This design comes from an exercise in tuning for small area, a short achievable clock period and few clock cycles on the open sky130 flow, not from production work. Only simulation tests tie the RTL to the original design; equivalence was not proved. No activity file was given, so power comes from the tool's default toggle rates.

==> flow/design.v <==
module hufdec_lut (
    input  wire [3:0]  len,
    input  wire [11:0] value,
    output wire [1:0]  kind,
    output wire [7:0]  val
);
  function automatic [9:0] huf_lut(input [15:0] key);
    case (key)
      {4'd2, 12'h000}: huf_lut = {2'd1, 8'h00};
      {4'd3, 12'h002}: huf_lut = {2'd1, 8'h01};
      {4'd3, 12'h003}: huf_lut = {2'd1, 8'hFF};
      {4'd4, 12'h008}: huf_lut = {2'd1, 8'h02};
      {4'd4, 12'h009}: huf_lut = {2'd1, 8'h03};
      {4'd4, 12'h00A}: huf_lut = {2'd1, 8'hFD};
      {4'd4, 12'h00B}: huf_lut = {2'd1, 8'hFE};
      {4'd6, 12'h030}: huf_lut = {2'd1, 8'h04};
      {4'd6, 12'h031}: huf_lut = {2'd1, 8'h05};
      {4'd6, 12'h032}: huf_lut = {2'd1, 8'h06};
      {4'd6, 12'h033}: huf_lut = {2'd1, 8'h07};
      {4'd6, 12'h034}: huf_lut = {2'd1, 8'hF9};
      {4'd6, 12'h035}: huf_lut = {2'd1, 8'hFA};
      {4'd6, 12'h036}: huf_lut = {2'd1, 8'hFB};
      {4'd6, 12'h037}: huf_lut = {2'd1, 8'hFC};
      {4'd8, 12'h0E0}: huf_lut = {2'd1, 8'h08};
      {4'd8, 12'h0E1}: huf_lut = {2'd1, 8'h09};
      {4'd8, 12'h0E2}: huf_lut = {2'd1, 8'h0A};
      {4'd8, 12'h0E3}: huf_lut = {2'd1, 8'h0B};
      {4'd8, 12'h0E4}: huf_lut = {2'd1, 8'h0C};
      {4'd8, 12'h0E5}: huf_lut = {2'd1, 8'h0D};
      {4'd8, 12'h0E6}: huf_lut = {2'd1, 8'h0E};
      {4'd8, 12'h0E7}: huf_lut = {2'd1, 8'h0F};
      {4'd8, 12'h0E8}: huf_lut = {2'd1, 8'hF1};
      {4'd8, 12'h0E9}: huf_lut = {2'd1, 8'hF2};
      {4'd8, 12'h0EA}: huf_lut = {2'd1, 8'hF3};
      {4'd8, 12'h0EB}: huf_lut = {2'd1, 8'hF4};
      {4'd8, 12'h0EC}: huf_lut = {2'd1, 8'hF5};
      {4'd8, 12'h0ED}: huf_lut = {2'd1, 8'hF6};
      {4'd8, 12'h0EE}: huf_lut = {2'd1, 8'hF7};
      {4'd8, 12'h0EF}: huf_lut = {2'd1, 8'hF8};
      {4'd11, 12'h780}: huf_lut = {2'd1, 8'h10};
      {4'd11, 12'h781}: huf_lut = {2'd1, 8'h11};
      {4'd11, 12'h782}: huf_lut = {2'd1, 8'h12};
      {4'd11, 12'h783}: huf_lut = {2'd1, 8'h13};
      {4'd11, 12'h784}: huf_lut = {2'd1, 8'h14};
      {4'd11, 12'h785}: huf_lut = {2'd1, 8'h15};
      {4'd11, 12'h786}: huf_lut = {2'd1, 8'h16};
      {4'd11, 12'h787}: huf_lut = {2'd1, 8'h17};
      {4'd11, 12'h788}: huf_lut = {2'd1, 8'h18};
      {4'd11, 12'h789}: huf_lut = {2'd1, 8'h19};
      {4'd11, 12'h78A}: huf_lut = {2'd1, 8'h1A};
      {4'd11, 12'h78B}: huf_lut = {2'd1, 8'h1B};
      {4'd11, 12'h78C}: huf_lut = {2'd1, 8'h1C};
      {4'd11, 12'h78D}: huf_lut = {2'd1, 8'h1D};
      {4'd11, 12'h78E}: huf_lut = {2'd1, 8'h1E};
      {4'd11, 12'h78F}: huf_lut = {2'd1, 8'hE2};
      {4'd11, 12'h790}: huf_lut = {2'd1, 8'hE3};
      {4'd11, 12'h791}: huf_lut = {2'd1, 8'hE4};
      {4'd11, 12'h792}: huf_lut = {2'd1, 8'hE5};
      {4'd11, 12'h793}: huf_lut = {2'd1, 8'hE6};
      {4'd11, 12'h794}: huf_lut = {2'd1, 8'hE7};
      {4'd11, 12'h795}: huf_lut = {2'd1, 8'hE8};
      {4'd11, 12'h796}: huf_lut = {2'd1, 8'hE9};
      {4'd11, 12'h797}: huf_lut = {2'd1, 8'hEA};
      {4'd11, 12'h798}: huf_lut = {2'd1, 8'hEB};
      {4'd11, 12'h799}: huf_lut = {2'd1, 8'hEC};
      {4'd11, 12'h79A}: huf_lut = {2'd1, 8'hED};
      {4'd11, 12'h79B}: huf_lut = {2'd1, 8'hEE};
      {4'd11, 12'h79C}: huf_lut = {2'd1, 8'hEF};
      {4'd11, 12'h79D}: huf_lut = {2'd1, 8'hF0};
      {4'd12, 12'hF3C}: huf_lut = {2'd1, 8'h1F};
      {4'd12, 12'hF3D}: huf_lut = {2'd1, 8'h20};
      {4'd12, 12'hF3E}: huf_lut = {2'd1, 8'h21};
      {4'd12, 12'hF3F}: huf_lut = {2'd1, 8'h22};
      {4'd12, 12'hF40}: huf_lut = {2'd1, 8'h23};
      {4'd12, 12'hF41}: huf_lut = {2'd1, 8'h24};
      {4'd12, 12'hF42}: huf_lut = {2'd1, 8'h25};
      {4'd12, 12'hF43}: huf_lut = {2'd1, 8'h26};
      {4'd12, 12'hF44}: huf_lut = {2'd1, 8'h27};
      {4'd12, 12'hF45}: huf_lut = {2'd1, 8'h28};
      {4'd12, 12'hF46}: huf_lut = {2'd1, 8'h29};
      {4'd12, 12'hF47}: huf_lut = {2'd1, 8'h2A};
      {4'd12, 12'hF48}: huf_lut = {2'd1, 8'h2B};
      {4'd12, 12'hF49}: huf_lut = {2'd1, 8'h2C};
      {4'd12, 12'hF4A}: huf_lut = {2'd1, 8'h2D};
      {4'd12, 12'hF4B}: huf_lut = {2'd1, 8'h2E};
      {4'd12, 12'hF4C}: huf_lut = {2'd1, 8'h2F};
      {4'd12, 12'hF4D}: huf_lut = {2'd1, 8'h30};
      {4'd12, 12'hF4E}: huf_lut = {2'd1, 8'h31};
      {4'd12, 12'hF4F}: huf_lut = {2'd1, 8'h32};
      {4'd12, 12'hF50}: huf_lut = {2'd1, 8'h33};
      {4'd12, 12'hF51}: huf_lut = {2'd1, 8'h34};
      {4'd12, 12'hF52}: huf_lut = {2'd1, 8'h35};
      {4'd12, 12'hF53}: huf_lut = {2'd1, 8'h36};
      {4'd12, 12'hF54}: huf_lut = {2'd1, 8'h37};
      {4'd12, 12'hF55}: huf_lut = {2'd1, 8'h38};
      {4'd12, 12'hF56}: huf_lut = {2'd1, 8'h39};
      {4'd12, 12'hF57}: huf_lut = {2'd1, 8'h3A};
      {4'd12, 12'hF58}: huf_lut = {2'd1, 8'h3B};
      {4'd12, 12'hF59}: huf_lut = {2'd1, 8'h3C};
      {4'd12, 12'hF5A}: huf_lut = {2'd1, 8'h3D};
      {4'd12, 12'hF5B}: huf_lut = {2'd1, 8'h3E};
      {4'd12, 12'hF5C}: huf_lut = {2'd1, 8'h3F};
      {4'd12, 12'hF5D}: huf_lut = {2'd1, 8'h40};
      {4'd12, 12'hF5E}: huf_lut = {2'd1, 8'h41};
      {4'd12, 12'hF5F}: huf_lut = {2'd1, 8'h42};
      {4'd12, 12'hF60}: huf_lut = {2'd1, 8'h43};
      {4'd12, 12'hF61}: huf_lut = {2'd1, 8'h44};
      {4'd12, 12'hF62}: huf_lut = {2'd1, 8'h45};
      {4'd12, 12'hF63}: huf_lut = {2'd1, 8'h46};
      {4'd12, 12'hF64}: huf_lut = {2'd1, 8'h47};
      {4'd12, 12'hF65}: huf_lut = {2'd1, 8'h48};
      {4'd12, 12'hF66}: huf_lut = {2'd1, 8'h49};
      {4'd12, 12'hF67}: huf_lut = {2'd1, 8'h4A};
      {4'd12, 12'hF68}: huf_lut = {2'd1, 8'h4B};
      {4'd12, 12'hF69}: huf_lut = {2'd1, 8'h4C};
      {4'd12, 12'hF6A}: huf_lut = {2'd1, 8'h4D};
      {4'd12, 12'hF6B}: huf_lut = {2'd1, 8'h4E};
      {4'd12, 12'hF6C}: huf_lut = {2'd1, 8'h4F};
      {4'd12, 12'hF6D}: huf_lut = {2'd1, 8'h50};
      {4'd12, 12'hF6E}: huf_lut = {2'd1, 8'h51};
      {4'd12, 12'hF6F}: huf_lut = {2'd1, 8'h52};
      {4'd12, 12'hF70}: huf_lut = {2'd1, 8'h53};
      {4'd12, 12'hF71}: huf_lut = {2'd1, 8'h54};
      {4'd12, 12'hF72}: huf_lut = {2'd1, 8'h55};
      {4'd12, 12'hF73}: huf_lut = {2'd1, 8'h56};
      {4'd12, 12'hF74}: huf_lut = {2'd1, 8'h57};
      {4'd12, 12'hF75}: huf_lut = {2'd1, 8'h58};
      {4'd12, 12'hF76}: huf_lut = {2'd1, 8'h59};
      {4'd12, 12'hF77}: huf_lut = {2'd1, 8'h5A};
      {4'd12, 12'hF78}: huf_lut = {2'd1, 8'h5B};
      {4'd12, 12'hF79}: huf_lut = {2'd1, 8'h5C};
      {4'd12, 12'hF7A}: huf_lut = {2'd1, 8'h5D};
      {4'd12, 12'hF7B}: huf_lut = {2'd1, 8'h5E};
      {4'd12, 12'hF7C}: huf_lut = {2'd1, 8'h5F};
      {4'd12, 12'hF7D}: huf_lut = {2'd1, 8'h60};
      {4'd12, 12'hF7E}: huf_lut = {2'd1, 8'h61};
      {4'd12, 12'hF7F}: huf_lut = {2'd1, 8'h62};
      {4'd12, 12'hF80}: huf_lut = {2'd1, 8'h63};
      {4'd12, 12'hF81}: huf_lut = {2'd1, 8'h64};
      {4'd12, 12'hF82}: huf_lut = {2'd1, 8'h65};
      {4'd12, 12'hF83}: huf_lut = {2'd1, 8'h66};
      {4'd12, 12'hF84}: huf_lut = {2'd1, 8'h67};
      {4'd12, 12'hF85}: huf_lut = {2'd1, 8'h68};
      {4'd12, 12'hF86}: huf_lut = {2'd1, 8'h69};
      {4'd12, 12'hF87}: huf_lut = {2'd1, 8'h6A};
      {4'd12, 12'hF88}: huf_lut = {2'd1, 8'h6B};
      {4'd12, 12'hF89}: huf_lut = {2'd1, 8'h6C};
      {4'd12, 12'hF8A}: huf_lut = {2'd1, 8'h6D};
      {4'd12, 12'hF8B}: huf_lut = {2'd1, 8'h6E};
      {4'd12, 12'hF8C}: huf_lut = {2'd1, 8'h6F};
      {4'd12, 12'hF8D}: huf_lut = {2'd1, 8'h70};
      {4'd12, 12'hF8E}: huf_lut = {2'd1, 8'h71};
      {4'd12, 12'hF8F}: huf_lut = {2'd1, 8'h72};
      {4'd12, 12'hF90}: huf_lut = {2'd1, 8'h73};
      {4'd12, 12'hF91}: huf_lut = {2'd1, 8'h74};
      {4'd12, 12'hF92}: huf_lut = {2'd1, 8'h75};
      {4'd12, 12'hF93}: huf_lut = {2'd1, 8'h76};
      {4'd12, 12'hF94}: huf_lut = {2'd1, 8'h77};
      {4'd12, 12'hF95}: huf_lut = {2'd1, 8'h78};
      {4'd12, 12'hF96}: huf_lut = {2'd1, 8'h79};
      {4'd12, 12'hF97}: huf_lut = {2'd1, 8'h7A};
      {4'd12, 12'hF98}: huf_lut = {2'd1, 8'h7B};
      {4'd12, 12'hF99}: huf_lut = {2'd1, 8'h7C};
      {4'd12, 12'hF9A}: huf_lut = {2'd1, 8'h7D};
      {4'd12, 12'hF9B}: huf_lut = {2'd1, 8'h7E};
      {4'd12, 12'hF9C}: huf_lut = {2'd1, 8'h7F};
      {4'd12, 12'hF9D}: huf_lut = {2'd1, 8'h80};
      {4'd12, 12'hF9E}: huf_lut = {2'd1, 8'h81};
      {4'd12, 12'hF9F}: huf_lut = {2'd1, 8'h82};
      {4'd12, 12'hFA0}: huf_lut = {2'd1, 8'h83};
      {4'd12, 12'hFA1}: huf_lut = {2'd1, 8'h84};
      {4'd12, 12'hFA2}: huf_lut = {2'd1, 8'h85};
      {4'd12, 12'hFA3}: huf_lut = {2'd1, 8'h86};
      {4'd12, 12'hFA4}: huf_lut = {2'd1, 8'h87};
      {4'd12, 12'hFA5}: huf_lut = {2'd1, 8'h88};
      {4'd12, 12'hFA6}: huf_lut = {2'd1, 8'h89};
      {4'd12, 12'hFA7}: huf_lut = {2'd1, 8'h8A};
      {4'd12, 12'hFA8}: huf_lut = {2'd1, 8'h8B};
      {4'd12, 12'hFA9}: huf_lut = {2'd1, 8'h8C};
      {4'd12, 12'hFAA}: huf_lut = {2'd1, 8'h8D};
      {4'd12, 12'hFAB}: huf_lut = {2'd1, 8'h8E};
      {4'd12, 12'hFAC}: huf_lut = {2'd1, 8'h8F};
      {4'd12, 12'hFAD}: huf_lut = {2'd1, 8'h90};
      {4'd12, 12'hFAE}: huf_lut = {2'd1, 8'h91};
      {4'd12, 12'hFAF}: huf_lut = {2'd1, 8'h92};
      {4'd12, 12'hFB0}: huf_lut = {2'd1, 8'h93};
      {4'd12, 12'hFB1}: huf_lut = {2'd1, 8'h94};
      {4'd12, 12'hFB2}: huf_lut = {2'd1, 8'h95};
      {4'd12, 12'hFB3}: huf_lut = {2'd1, 8'h96};
      {4'd12, 12'hFB4}: huf_lut = {2'd1, 8'h97};
      {4'd12, 12'hFB5}: huf_lut = {2'd1, 8'h98};
      {4'd12, 12'hFB6}: huf_lut = {2'd1, 8'h99};
      {4'd12, 12'hFB7}: huf_lut = {2'd1, 8'h9A};
      {4'd12, 12'hFB8}: huf_lut = {2'd1, 8'h9B};
      {4'd12, 12'hFB9}: huf_lut = {2'd1, 8'h9C};
      {4'd12, 12'hFBA}: huf_lut = {2'd1, 8'h9D};
      {4'd12, 12'hFBB}: huf_lut = {2'd1, 8'h9E};
      {4'd12, 12'hFBC}: huf_lut = {2'd1, 8'h9F};
      {4'd12, 12'hFBD}: huf_lut = {2'd1, 8'hA0};
      {4'd12, 12'hFBE}: huf_lut = {2'd1, 8'hA1};
      {4'd12, 12'hFBF}: huf_lut = {2'd1, 8'hA2};
      {4'd12, 12'hFC0}: huf_lut = {2'd1, 8'hA3};
      {4'd12, 12'hFC1}: huf_lut = {2'd1, 8'hA4};
      {4'd12, 12'hFC2}: huf_lut = {2'd1, 8'hA5};
      {4'd12, 12'hFC3}: huf_lut = {2'd1, 8'hA6};
      {4'd12, 12'hFC4}: huf_lut = {2'd1, 8'hA7};
      {4'd12, 12'hFC5}: huf_lut = {2'd1, 8'hA8};
      {4'd12, 12'hFC6}: huf_lut = {2'd1, 8'hA9};
      {4'd12, 12'hFC7}: huf_lut = {2'd1, 8'hAA};
      {4'd12, 12'hFC8}: huf_lut = {2'd1, 8'hAB};
      {4'd12, 12'hFC9}: huf_lut = {2'd1, 8'hAC};
      {4'd12, 12'hFCA}: huf_lut = {2'd1, 8'hAD};
      {4'd12, 12'hFCB}: huf_lut = {2'd1, 8'hAE};
      {4'd12, 12'hFCC}: huf_lut = {2'd1, 8'hAF};
      {4'd12, 12'hFCD}: huf_lut = {2'd1, 8'hB0};
      {4'd12, 12'hFCE}: huf_lut = {2'd1, 8'hB1};
      {4'd12, 12'hFCF}: huf_lut = {2'd1, 8'hB2};
      {4'd12, 12'hFD0}: huf_lut = {2'd1, 8'hB3};
      {4'd12, 12'hFD1}: huf_lut = {2'd1, 8'hB4};
      {4'd12, 12'hFD2}: huf_lut = {2'd1, 8'hB5};
      {4'd12, 12'hFD3}: huf_lut = {2'd1, 8'hB6};
      {4'd12, 12'hFD4}: huf_lut = {2'd1, 8'hB7};
      {4'd12, 12'hFD5}: huf_lut = {2'd1, 8'hB8};
      {4'd12, 12'hFD6}: huf_lut = {2'd1, 8'hB9};
      {4'd12, 12'hFD7}: huf_lut = {2'd1, 8'hBA};
      {4'd12, 12'hFD8}: huf_lut = {2'd1, 8'hBB};
      {4'd12, 12'hFD9}: huf_lut = {2'd1, 8'hBC};
      {4'd12, 12'hFDA}: huf_lut = {2'd1, 8'hBD};
      {4'd12, 12'hFDB}: huf_lut = {2'd1, 8'hBE};
      {4'd12, 12'hFDC}: huf_lut = {2'd1, 8'hBF};
      {4'd12, 12'hFDD}: huf_lut = {2'd1, 8'hC0};
      {4'd12, 12'hFDE}: huf_lut = {2'd1, 8'hC1};
      {4'd12, 12'hFDF}: huf_lut = {2'd1, 8'hC2};
      {4'd12, 12'hFE0}: huf_lut = {2'd1, 8'hC3};
      {4'd12, 12'hFE1}: huf_lut = {2'd1, 8'hC4};
      {4'd12, 12'hFE2}: huf_lut = {2'd1, 8'hC5};
      {4'd12, 12'hFE3}: huf_lut = {2'd1, 8'hC6};
      {4'd12, 12'hFE4}: huf_lut = {2'd1, 8'hC7};
      {4'd12, 12'hFE5}: huf_lut = {2'd1, 8'hC8};
      {4'd12, 12'hFE6}: huf_lut = {2'd1, 8'hC9};
      {4'd12, 12'hFE7}: huf_lut = {2'd1, 8'hCA};
      {4'd12, 12'hFE8}: huf_lut = {2'd1, 8'hCB};
      {4'd12, 12'hFE9}: huf_lut = {2'd1, 8'hCC};
      {4'd12, 12'hFEA}: huf_lut = {2'd1, 8'hCD};
      {4'd12, 12'hFEB}: huf_lut = {2'd1, 8'hCE};
      {4'd12, 12'hFEC}: huf_lut = {2'd1, 8'hCF};
      {4'd12, 12'hFED}: huf_lut = {2'd1, 8'hD0};
      {4'd12, 12'hFEE}: huf_lut = {2'd1, 8'hD1};
      {4'd12, 12'hFEF}: huf_lut = {2'd1, 8'hD2};
      {4'd12, 12'hFF0}: huf_lut = {2'd1, 8'hD3};
      {4'd12, 12'hFF1}: huf_lut = {2'd1, 8'hD4};
      {4'd12, 12'hFF2}: huf_lut = {2'd1, 8'hD5};
      {4'd12, 12'hFF3}: huf_lut = {2'd1, 8'hD6};
      {4'd12, 12'hFF4}: huf_lut = {2'd1, 8'hD7};
      {4'd12, 12'hFF5}: huf_lut = {2'd1, 8'hD8};
      {4'd12, 12'hFF6}: huf_lut = {2'd1, 8'hD9};
      {4'd12, 12'hFF7}: huf_lut = {2'd1, 8'hDA};
      {4'd12, 12'hFF8}: huf_lut = {2'd1, 8'hDB};
      {4'd12, 12'hFF9}: huf_lut = {2'd1, 8'hDC};
      {4'd12, 12'hFFA}: huf_lut = {2'd1, 8'hDD};
      {4'd12, 12'hFFB}: huf_lut = {2'd1, 8'hDE};
      {4'd12, 12'hFFC}: huf_lut = {2'd1, 8'hDF};
      {4'd12, 12'hFFD}: huf_lut = {2'd1, 8'hE0};
      {4'd12, 12'hFFE}: huf_lut = {2'd1, 8'hE1};
      {4'd12, 12'hFFF}: huf_lut = {2'd2, 8'h00};
      default: huf_lut = {2'd0, 8'h00};
    endcase
  endfunction
  assign {kind, val} = huf_lut({len, value});
endmodule
module hufdec (
    input  wire        clk,
    input  wire        rst,           
    input  wire        cmd_valid,
    output wire        cmd_ready,
    input  wire [1:0]  cmd_op,        
    input  wire [23:0] cmd_arg,
    output reg         out_valid,
    input  wire        out_ready,
    output reg         out_end,       
    output reg  [7:0]  out_data,
    output reg  [1:0]  out_reason     
);
  localparam [1:0] OP_START = 2'd0, OP_BYTE = 2'd1, OP_END = 2'd2;
  localparam [1:0] H_IDLE = 2'd0, H_RUN = 2'd1, H_DONE = 2'd2;
  localparam [1:0] R_LIMIT = 2'd1, R_EOS = 2'd2, R_EXHAUSTED = 2'd3;
  localparam [1:0] K_NOMATCH = 2'd0, K_BYTE = 2'd1, K_EOS = 2'd2;
  reg [1:0]  hstate;
  reg [23:0] hlim;
  reg [23:0] hout;
  reg [11:0] hacc;
  reg [3:0]  hcnt;          
  reg [7:0]  bits;          
  reg [3:0]  nbits;         
  reg        end_pend;      
  reg [1:0]  end_reason;
  wire out_free = !out_valid || out_ready;
  wire busy     = (nbits != 4'd0);
  assign cmd_ready = !busy && !end_pend;
  wire cmd_fire = cmd_valid && cmd_ready;
  wire        bit_in   = bits[7];
  wire [11:0] acc_next = {hacc[10:0], bit_in};
  wire [3:0]  cnt_next = (hcnt == 4'd13) ? 4'd13 : hcnt + 4'd1;
  wire [1:0]  lut_kind;
  wire [7:0]  lut_val;
  hufdec_lut u_lut (.len(cnt_next), .value(acc_next), .kind(lut_kind), .val(lut_val));
  wire        lookup   = (cnt_next <= 4'd12);
  wire        step     = busy && (hstate == H_RUN) && out_free;
  always @(posedge clk) begin
    if (rst) begin
      hstate    <= H_IDLE;
      nbits     <= 4'd0;
      end_pend  <= 1'b0;
      out_valid <= 1'b0;
    end else begin
      if (out_valid && out_ready)
        out_valid <= 1'b0;
      if (busy && hstate != H_RUN) begin
        nbits <= 4'd0;
      end else if (step) begin
        bits  <= {bits[6:0], 1'b0};
        nbits <= nbits - 4'd1;
        hacc  <= acc_next;
        hcnt  <= cnt_next;
        if (lookup && lut_kind == K_EOS) begin
          hstate     <= H_DONE;
          end_pend   <= 1'b1;
          end_reason <= R_EOS;
        end else if (lookup && lut_kind == K_BYTE) begin
          out_valid <= 1'b1;
          out_end   <= 1'b0;
          out_data  <= lut_val;
          hout      <= hout + 24'd1;
          hacc      <= 12'd0;
          hcnt      <= 4'd0;
          if (hout + 24'd1 == hlim) begin
            hstate     <= H_DONE;
            end_pend   <= 1'b1;
            end_reason <= R_LIMIT;
          end
        end
      end else if (end_pend && out_free) begin
        out_valid  <= 1'b1;
        out_end    <= 1'b1;
        out_data   <= 8'h00;
        out_reason <= end_reason;
        end_pend   <= 1'b0;
      end
      if (cmd_fire) begin
        case (cmd_op)
          OP_START: begin
            hlim <= cmd_arg;
            hout <= 24'd0;
            hacc <= 12'd0;
            hcnt <= 4'd0;
            if (cmd_arg == 24'd0) begin
              hstate     <= H_DONE;
              end_pend   <= 1'b1;
              end_reason <= R_LIMIT;
            end else
              hstate <= H_RUN;
          end
          OP_BYTE:
            if (hstate == H_RUN) begin
              bits  <= cmd_arg[7:0];
              nbits <= 4'd8;
            end
          OP_END:
            if (hstate == H_RUN) begin
              hstate     <= H_DONE;
              end_pend   <= 1'b1;
              end_reason <= R_EXHAUSTED;
            end
          default: ;
        endcase
      end
    end
  end
endmodule
==> flow/run.sh <==
#!/bin/bash
# synth_recipe.tcl (not shown) runs the flow's synth.tcl, then flattens the netlist and writes it again
# the make line also repeats each setting of config.mk as NAME=value (left out here)
make -C /OpenROAD-flow-scripts/flow DESIGN_CONFIG=/design/flow/config.mk WORK_HOME=/design/flow/orfs CLKGATE_MAP_FILE= SYNTH_SCRIPT=/design/flow/synth_recipe.tcl finish
==> flow/config.mk <==
export PLATFORM = sky130hd
export DESIGN_NAME = hufdec
export DESIGN_NICKNAME = hufdec
export VERILOG_FILES = /design/flow/design.v
export SDC_FILE = /design/flow/constraint.sdc
export NUM_CORES = 4
export LEC_CHECK = 0
export CAP_MARGIN = 20
export CORE_MARGIN = 2
export CORE_UTILIZATION = 40
export SLEW_MARGIN = 20
==> flow/constraint.sdc <==
create_clock -name core_clock -period 10.0 [get_ports {clk}]
set_input_delay 2.0000 -clock core_clock [delete_from_list [all_inputs] [get_ports {clk}]]
set_output_delay 2.0000 -clock core_clock [all_outputs]
set_load 0.01 [all_outputs]
==> results_dict.tcl <==
set metrics [dict create \
    routedWlPerCell_um 19.95 \
    io_pins 43 \
    yosys_most_used_dff "edfxtp_1" \
    final_max_slew_viol_count 0 \
    tns_ns 0 \
    max-cap-violations 0 \
    finalWorstSetupSlack_ns 5.124 \
    postRouteAntennaNets 0 \
    cts_resized 0 \
    via_per_inst 6.182 \
    p_sw_frac 0.2961 \
    hold_violations 0 \
    hold_path_class "reg2reg" \
    syn-num-nets 905 \
    crit_family "buffers and inverters" \
    reg2regPathDepth 8 \
    r2r_end "out_data[0]" \
    holdBufCountCts 0 \
    cts_max_path_buffers 2 \
    synth_edf_count 84 \
    power_frac_clock 0.349 \
    clk_latency_ns 0.35 \
    required_ns 10.19 \
    grt_start_max_net_pins 52 \
    cts-buffers-inserted 9 \
    drc_errors 0 \
    end_kind "flop" \
    dp_slack_ns 4.769 \
    startpoint_type "input pin" \
    timing.fmax_mhz 205.1 \
    multi_input_area_um2 4205 \
    p_leak_nw 2.489 \
    seqCellArea_um2 2683 \
    dieArea_um2 19150 \
    syn_area_per_cell_um2 8.311 \
    dp.final_hpwl_um 15420 \
    grt_pass1_wl_um 34910 \
    drive_gt1_frac 0.06720 \
    die_x_um 138.4 \
    ys_ff_latch 92 \
    drt_iter0_markers 693 \
    grt-ovfl-total 0 \
    period_share 0.4876 \
    dr.pass1.iters 5 \
    critPathKind "in2reg" \
    irDropWorstVdd_mv 0.1184 \
    cp_slowest_cell "nor3_1" \
    antenna_cells 0 \
    clkTransAtPathRegs_ns 0.07 \
    grt_usage 0.2257 \
    crit_end "out_data[0]" \
    period_minus_slack_ns 4.876 \
    crit_chain "clkdlybuf4s50_1, nor2b_1, nor3_4, buf_4, clkinv_1, nor3_1, nor2_1, a31oi_1" \
    critical_path.max_fanout 27 \
    row_count 49 \
    p_sw_mw 0.2810 \
    synth.distinct_cells 82 \
    internal_power_mw 0.6678 \
    syn_inst 869 \
    outcome "finished clean" \
    vias 6844 \
    worst_pin_slew_ns 0.9435 \
    netlist_area_um2 7222 \
    post-cts-setup-buffer-count 0 \
    regToRegSetupSlack_ns 6.07 \
    worstSetupStartpoint "out_ready" \
    yosysWarnings 2 \
    htree_num_levels 3 \
    max_stage_delay_ns 0.83 \
    first_global_vias 6253 \
    whs_path_depth 0 \
    final_nets 909 \
    synth.yosys.seq_area_share 0.3714 \
    setup_viol 0 \
    cts_sinks 92 \
    die_y_um 138.4 \
    crit_buf_inv 3 \
    initial_utilization 0.4048 \
    antenna_found_initial 0 \
    portBuffers 42 \
    rsz0062_at_grt "no" \
    timing.rr.start "hcnt[0]" \
    synthArstFlopShare 0 \
    fillers 1731 \
    clock_skew_ns 0.009974 \
    drt_wl_total_um 22090 \
    cp.arrival_ns 5.06 \
    fp.coreArea_um2 17840 \
    max_slew_margin 0.3703 \
    tritoncts "built" \
    cp_num_cells 8 \
    cts-root-buf "clkbuf_16" \
    gp_congestion 0.9778 \
    p_comb_frac 0.167 \
    sequentialPowerShare 0.484 \
    power.density_nw_per_um2 117.9 \
    synthToLayoutAreaGrowth_pct 11.47 \
]
-- routing by layer --
metal  vias up  share of wire  track usage
met5         -              0            0
met4         0          0.024      0.07089
met3        37          0.068      0.04572
met2       289           0.48       0.3656
met1      3248           0.43       0.3049
li1       3270              -            -
-- metrics by stage --
| step | area [µm²] | hold slack, ns | utilization | std cells | total power, mW |
|---|---|---|---|---|---|
| after floorplan | 7222 | 0.4264 | - | 869 | 0.5707 |
| after global placement | 7764 | 0.4601 | 0.4352 | 1091 | 0.6232 |
| after detailed placement | 7764 | 0.4615 | 0.4352 | 1091 | 0.6227 |
| after CTS | 8049 | 0.4790 | 0.4512 | 1107 | 0.9530 |
| after global routing | 8050 | 0.4954 | 0.4512 | 1107 | 0.9900 |
| final | 8050 | 0.4717 | 0.4512 | 1107 | 0.9488 |
-- area by class of cell --
class,count,share of cell area
Multi-Input combinational cell,696,0.5224
Sequential cell,92,0.3332
Timing Repair Buffer,55,0.06435
Tap cell,229,0.03559
Clock buffer,9,0.02798
Inverter,19,0.009015
Clock inverter,7,0.007460
-- worst min path at each step --
stage / start / to / slack [ns]
CTS: end_reason[1] / out_reason[1] / 0.48
global placement: end_reason[1] / out_reason[1] / 0.46
finish: end_reason[1] / out_reason[1] / 0.47
global route: end_reason[1] / out_reason[1] / 0.50
detailed placement: end_reason[1] / out_reason[1] / 0.46
floorplan: end_reason[1] / out_reason[1] / 0.43
-- cell families after synthesis --
group / after synthesis / synth area share
compound gates: 237 / 0.2119
xor+xnor: 58 / 0.07034
fa+ha+maj: 6 / 0.01039
buf+inv: 81 / 0.04816
flops: 92 / 0.3714
mux: 7 / 0.01057
simple gates: 388 / 0.2772
-- flip-flops by register name, indices dropped and copies added (netlist names), 4 cells and up --
name / count
bits: 8
hacc: 11
hcnt: 4
hlim: 24
hout: 24
nbits: 4
out_data: 8
-- cell usage in the layout (no fill, tap or decap), types with 5 or more instances in the layout --
master and n:
ha_1 6, buf_4 13, inv_1 15, a21oi_1 72, a22oi_1 10, o21ai_0 53
xor2_1 15, a31oi_1 22, or3_1 7, and3_1 11, clkdlybuf4s50_1 42, and2_1 5
nor2b_1 9, a211oi_1 6, nor2_1 96, xnor2_1 43, nand4_1 10, mux2i_1 5
a221oi_1 5, nand3_1 49, nor3_1 40, nor4_1 21, clkbuf_16 9, or4_1 6
nand2b_1 10, edfxtp_1 84, nand2_1 86, o211ai_1 9, dfxtp_1 8, o22ai_1 10
or2_2 5
-- synthesized netlist by cell type, drive strengths merged (9+ instances only) --
library cell / instances / share of area
a21oi: 72 / 0.050
a22oi: 10 / 0.010
a31oi: 22 / 0.019
and3: 11 / 0.0095
buf: 29 / 0.021
clkbuf: 33 / 0.017
edfxtp: 84 / 0.35
inv: 16 / 0.0083
nand2: 87 / 0.046
nand2b: 10 / 0.0087
nand3: 50 / 0.035
nand4: 12 / 0.015
nor2: 97 / 0.050
nor2b: 9 / 0.0078
nor3: 46 / 0.036
nor4: 24 / 0.023
o211ai: 9 / 0.0094
o21ai: 54 / 0.039
o22ai: 10 / 0.0087
xnor2: 43 / 0.052
xor2: 15 / 0.018
-- power groups by stage --
stage | combinational [mW] | sequential (mW) | clock [mW]
2_1_floorplan | 0.112 | 0.459 | 0
3_3_place_gp | 0.155 | 0.468 | 0
3_5_place_dp | 0.155 | 0.468 | 0
4_1_cts | 0.156 | 0.459 | 0.338
5_1_grt | 0.173 | 0.462 | 0.355
6_report | 0.158 | 0.460 | 0.331
Testbench counts, summed over its fixed seeds: cycles 230,432.

-- separate check: timing with driven ports --
Ports are ideal in the flow. The routed layout listed here was re-timed in OpenROAD.
Step 1 sets driving cells, clkbuf_16 on the clock port and buf_2 on the other inputs (assumed; they add their load-dependent delay and slew).
Step 2, shift: input delay + t, output delay - t, t = (earliest + latest rising clock arrival at the registers) / 2. This alone moves slack from input paths to output paths.
Three values: ideal ports, drivers, drivers and shift; two values: the first two.
t (ns): 0.389
setup WS [ns]: 5.124 / 5.142 / 4.753
hold WS [ns]: 0.472 / 0.472 / 0.472
worst setup path at the end: input to register
After both steps setup and hold are still met in this run. The setup slack of this run moves by +0.018 ns with the drivers and by -0.371 ns with both steps.
